Background: an optimization exercise with open tools, aiming at small area. Do not read the settings as production practice.
At most, simulation tests tie the RTL to the original design; equivalence was not proved.
Power figures rest on the tool's default switching activity, not on a simulated workload.

== tundra ==
==> flow/design.v (excerpt) <==
module ook_codec (
    input  wire        clk,
    input  wire        rst_n,
    input  wire [3:0]  reg_addr,      
    input  wire        reg_wr,
    input  wire        reg_rd,
    input  wire [31:0] reg_wdata,
    output reg  [31:0] reg_rdata,
    input  wire [31:0] now_us,
    input  wire        edge_valid,
    output wire        pin_dir,
    output wire        pin_out,
    output wire        edge_en,
    output reg         pin_release
);
Size: roughly 4,800 cells after synthesis.
Settings: LEC_CHECK=0, CAP_MARGIN=20, CORE_MARGIN=2, CORE_UTILIZATION=45, CTS_BUF_LIST=sky130_fd_sc_hd__clkbuf_8, CTS_CLUSTER_DIAMETER=50, CTS_CLUSTER_SIZE=16, GPL_ROUTABILITY_DRIVEN=1, PLACE_DENSITY=0.6, SLEW_MARGIN=20; clock period 20.0 ns.
run.sh (not shown) runs the stock make flow with config.mk's settings and CLKGATE_MAP_FILE= SYNTH_SCRIPT=/design/flow/synth_recipe.tcl, a recipe that flattens the netlist after the stock synthesis.
Inputs modified between tundra and delta:
diff --git a/flow/config.mk b/flow/config.mk
--- a/flow/config.mk
+++ b/flow/config.mk
@@ -11,3 +11,3 @@
-export CTS_BUF_LIST = sky130_fd_sc_hd__clkbuf_8
-export CTS_CLUSTER_DIAMETER = 50
-export CTS_CLUSTER_SIZE = 16
+export CTS_BUF_LIST = sky130_fd_sc_hd__clkbuf_16
+export CTS_CLUSTER_DIAMETER = 60
+export CTS_CLUSTER_SIZE = 30
Clock buffer count in the final layout (tundra / delta): 1.4. As far as post-route fraction of the period consumed by the critical path is concerned, tundra and delta perform about the same. Sort delta and tundra by worst setup slack, descending, and tundra comes first. Against tundra as the reference, delta delivers a lower final layout net count. Number of clock sinks seen by CTS: delta vs tundra identical. delta vs tundra: number of inserted filler cells in the final layout down slightly.
No functional check of the RTL was part of any run of this note.


Another version of the RTL of ook_codec (not shown whole).
Size in the first run: about 4,800 cells after synthesis, roughly 1,600 flip-flops, ~110 I/O pins, ~55,000 sq um of cells after synthesis.
==> flow/design.v (excerpt) <==
module ook_codec (
    input  wire        clk,
    input  wire        rst_n,
    input  wire [3:0]  reg_addr,      
    input  wire        reg_wr,
    input  wire        reg_rd,
    input  wire [31:0] reg_wdata,
    output reg  [31:0] reg_rdata,
    input  wire [31:0] now_us,
    input  wire        edge_valid,
    output wire        pin_dir,
    output wire        pin_out,
    output wire        edge_en,
    output reg         pin_release
);
clock: 20.0 ns
lec_check: 0
cap_margin: 20
core_margin: 2
core_utilization: 60
cts_buf_list: sky130_fd_sc_hd__clkbuf_8
cts_cluster_diameter: 45
cts_cluster_size: 18
gpl_routability_driven: 1
place_density: 0.7
slew_margin: 20
The starting point finished with timing, DRC and antenna clean.
Change:
==> flow/flow/run.sh (new file) <==
#!/bin/bash
# The standard layout (standard.sh, all steps), with clock tree synthesis run
# without dummy loads. The make output goes to standard.log in the work folder;
# each ORFS step keeps its own log under orfs/logs/.
set -euo pipefail
export CTS_ARGS="-sink_clustering_enable -repair_clock_nets -buf_list sky130_fd_sc_hd__clkbuf_8 -sink_clustering_size 20 -sink_clustering_max_diameter 55 -dont_use_dummy_load"
bash standard.sh > standard.log 2>&1
==> flow/standard.sh (new file) <==
#!/bin/bash
# synth_recipe.tcl (not shown) runs the flow's synth.tcl, then flattens the netlist and writes it again
# the make line also repeats each setting of config.mk as NAME=value (left out here)
make -C /OpenROAD-flow-scripts/flow DESIGN_CONFIG=/design/flow/config.mk WORK_HOME=/design/flow/orfs CLKGATE_MAP_FILE= SYNTH_SCRIPT=/design/flow/synth_recipe.tcl "${@:-finish}"
- ABC_AREA: unset -> 1
- CORE_UTILIZATION: 60 -> 45
- CTS_CLUSTER_DIAMETER: 45 -> 50
- CTS_CLUSTER_SIZE: 18 -> 16
- PLACE_DENSITY: 0.7 -> 0.6
removed: flow/run.sh
What happened: The changed run produced a clean layout. Non-clock buffer count grows by 1. First-iteration DRC count shrinks by roughly a tenth. Sequential share of layout area grows by 0.97 points. Synthesized cell count grows by roughly a tenth. Total power shrinks by about a fifth. Cell area shrinks slightly. Wire length grows by a few percent.
Change:
==> flow/run.sh (new file) <==
#!/bin/bash
# synth_recipe.tcl (not shown) runs the flow's synth.tcl, then flattens the netlist and writes it again
# the make line also repeats each setting of config.mk as NAME=value (left out here)
make -C /OpenROAD-flow-scripts/flow DESIGN_CONFIG=/design/flow/config.mk WORK_HOME=/design/flow/orfs CLKGATE_MAP_FILE= SYNTH_SCRIPT=/design/flow/synth_recipe.tcl finish
- ABC_AREA: 1 -> unset
removed: flow/flow/run.sh
removed: flow/standard.sh
What happened:
- worst setup slack is better by 0.45 ns
- cell area went up by about 2.8%
- routed wire length fell by about 1.7%


Starting RTL as in the previous note.
Settings: LEC_CHECK=0, ABC_AREA=1, CAP_MARGIN=20, CORE_MARGIN=2, CORE_UTILIZATION=45, CTS_BUF_LIST=sky130_fd_sc_hd__clkbuf_8, CTS_CLUSTER_DIAMETER=50, CTS_CLUSTER_SIZE=16, GPL_ROUTABILITY_DRIVEN=1, PLACE_DENSITY=0.6, SLEW_MARGIN=20; clock period 20.0 ns.
Stock flow here: none of the scripts above is used.
The starting point finished with timing, DRC and antenna clean.
Next try:
==> flow/flow/run.sh (new file) <==
#!/bin/bash
# The standard layout (standard.sh, all steps), with clock tree synthesis run
# without dummy loads. The make output goes to standard.log in the work folder;
# each ORFS step keeps its own log under orfs/logs/.
set -euo pipefail
export CTS_ARGS="-sink_clustering_enable -repair_clock_nets -buf_list sky130_fd_sc_hd__clkbuf_8 -sink_clustering_size 16 -sink_clustering_max_diameter 50 -dont_use_dummy_load"
bash standard.sh > standard.log 2>&1
==> flow/standard.sh (new file) <==
#!/bin/bash
# synth_recipe.tcl (not shown) runs the flow's synth.tcl, then flattens the netlist and writes it again
# the make line also repeats each setting of config.mk as NAME=value (left out here)
make -C /OpenROAD-flow-scripts/flow DESIGN_CONFIG=/design/flow/config.mk WORK_HOME=/design/flow/orfs CLKGATE_MAP_FILE= SYNTH_SCRIPT=/design/flow/synth_recipe.tcl "${@:-finish}"
Settings changed: CORE_UTILIZATION 45 to 60, CTS_BUF_LIST sky130_fd_sc_hd__clkbuf_8 to default, CTS_CLUSTER_DIAMETER 50 to default, CTS_CLUSTER_SIZE 16 to default, PLACE_DENSITY 0.6 to 0.85.
removed: flow/run.sh
Setup slack degrades by 0.16 ns.
Cell area falls by 2.8%.
Area after synthesis stays the same.
Final cell count falls by 7.7%.
Global-route usage rises by 6.1 points.
Wire length falls by 2.3%.
Sequential power barely changes.
Next try:
Settings changed: CORE_UTILIZATION 60 to 45, CTS_BUF_LIST from default to sky130_fd_sc_hd__clkbuf_8, CTS_CLUSTER_DIAMETER from default to 50, CTS_CLUSTER_SIZE from default to 16, PLACE_DENSITY 0.85 to 0.6.
Worst setup slack is better by 0.21 ns.
First-iteration DRC count goes down by a quarter to a third.
Non-clock buffer count goes up by 2.
Via count goes down by a few percent.
Clock skew goes up by 0.022 ns.
Synthesized cell count does not change.
Total power goes up slightly.
Clock power goes up by a few percent.
Wire length goes up by a few percent.
Next try:
Settings changed: ABC_AREA 1 to default.
Outcome: Die area came out higher by about 0.43%. Sequential power rose by 6.5%. Routed wire length is lower by about 2.6%. Non-clock buffer count goes down by 5. Design area climbs by 0.43%. Synthesized cell count drops by about 9%.


ook_codec, a different RTL version from the one above (not shown whole).
Size in the first run: roughly 5200 cells after synthesis, ~1500 flip-flops, ~52000 um2 of cells after synthesis.
Settings: LEC_CHECK=0, ABC_AREA=1, CAP_MARGIN=20, CORE_MARGIN=2, CORE_UTILIZATION=50, GPL_ROUTABILITY_DRIVEN=1, PLACE_DENSITY=0.7, SLEW_MARGIN=20; clock period 20.0 ns.
standard.sh (not shown) runs the stock make flow with config.mk's settings and CLKGATE_MAP_FILE= SYNTH_SCRIPT=/design/flow/synth_recipe.tcl, a recipe that flattens the netlist after the stock synthesis.
==> flow/flow/run.sh <==
#!/bin/bash
# The standard layout (standard.sh, all steps), with clock tree synthesis run
# without dummy loads. The make output goes to standard.log in the work folder;
# each ORFS step keeps its own log under orfs/logs/.
set -euo pipefail
export CTS_ARGS="-sink_clustering_enable -repair_clock_nets -buf_list sky130_fd_sc_hd__clkbuf_8 -sink_clustering_size 16 -sink_clustering_max_diameter 50 -dont_use_dummy_load"
bash standard.sh > standard.log 2>&1
==> next run, changes <==
--- a/flow/config.mk
+++ b/flow/config.mk
@@ -11 +11 @@
-export CORE_UTILIZATION = 50
+export CORE_UTILIZATION = 45
@@ -13 +13 @@
-export PLACE_DENSITY = 0.7
+export PLACE_DENSITY = 0.6
Effect: The changed run finished with timing, DRC and antenna clean. Setup slack gets worse by 0.45 ns. Global-route usage is lower by 2.1 points. Clock skew stays flat. Sequential power hardly moves. Synthesized cell count does not change. Routed wire length is higher slightly.

-- static timing again, ports no longer ideal --
The flow's constraints put no driver on any port. The routed layouts listed below were extracted and timed again, unchanged, in two steps.
Step 1: set_driving_cell puts a clkbuf_16 on clk and a buf_2 on each other input, an assumption about the parent block.
Step 2 adds t to the input delays and takes it off the output delays; t is the mean of the earliest and latest rising clock arrival at the registers after step 1. Input paths then give back, and output paths get back, about the clock's delay inside the block.
Three values: ideal, step 1, step 2; two values: the first two.
run | t (ns) | setup WS [ns] | worst setup path after step 2 | latest minus earliest clock arrival (ns) | worst data-port slew with drivers (ns)
tundra | 0.930 | 3.786 / 3.786 / 3.786 | register to register | 0.062 / 0.062 | 0.05
delta | 0.800 | 3.773 / 3.773 / 3.773 | register to register | 0.057 / 0.057 | 0.05
the first run of note 2 | 0.916 | 3.606 / 3.606 / 3.606 | register to register | 0.060 / 0.060 | 0.04
the second run of note 2 | 0.881 | 3.140 / 3.140 / 3.140 | register to register | 0.128 / 0.127 | 0.06
the third run of note 2 | 0.948 | 3.593 / 3.593 / 3.510 | input to register | 0.059 / 0.060 | 0.04
the first run of note 3 | 0.929 | 3.028 / 3.028 / 3.028 | register to register | 0.067 / 0.067 | 0.07
the second run of note 3 | 0.859 | 2.865 / 2.865 / 2.865 | register to register | 0.106 / 0.105 | 0.07
the third run of note 3 | 0.907 | 3.072 / 3.072 / 3.072 | register to register | 0.108 / 0.108 | 0.06
the fourth run of note 3 | 0.889 | 3.591 / 3.591 / 3.465 | input to register | 0.118 / 0.118 | 0.04
the first run of note 4 | 0.865 | 4.442 / 4.457 / 3.616 | input to register | 0.128 / 0.128 | 0.12
the second run of note 4 | 0.871 | 3.990 / 3.990 / 3.585 | input to register | 0.119 / 0.119 | 0.04
After both steps every run listed still meets setup and hold. The setup slack of the first run of note 4, which loses most, moves by +0.015 ns with the drivers and by -0.826 ns with both steps.
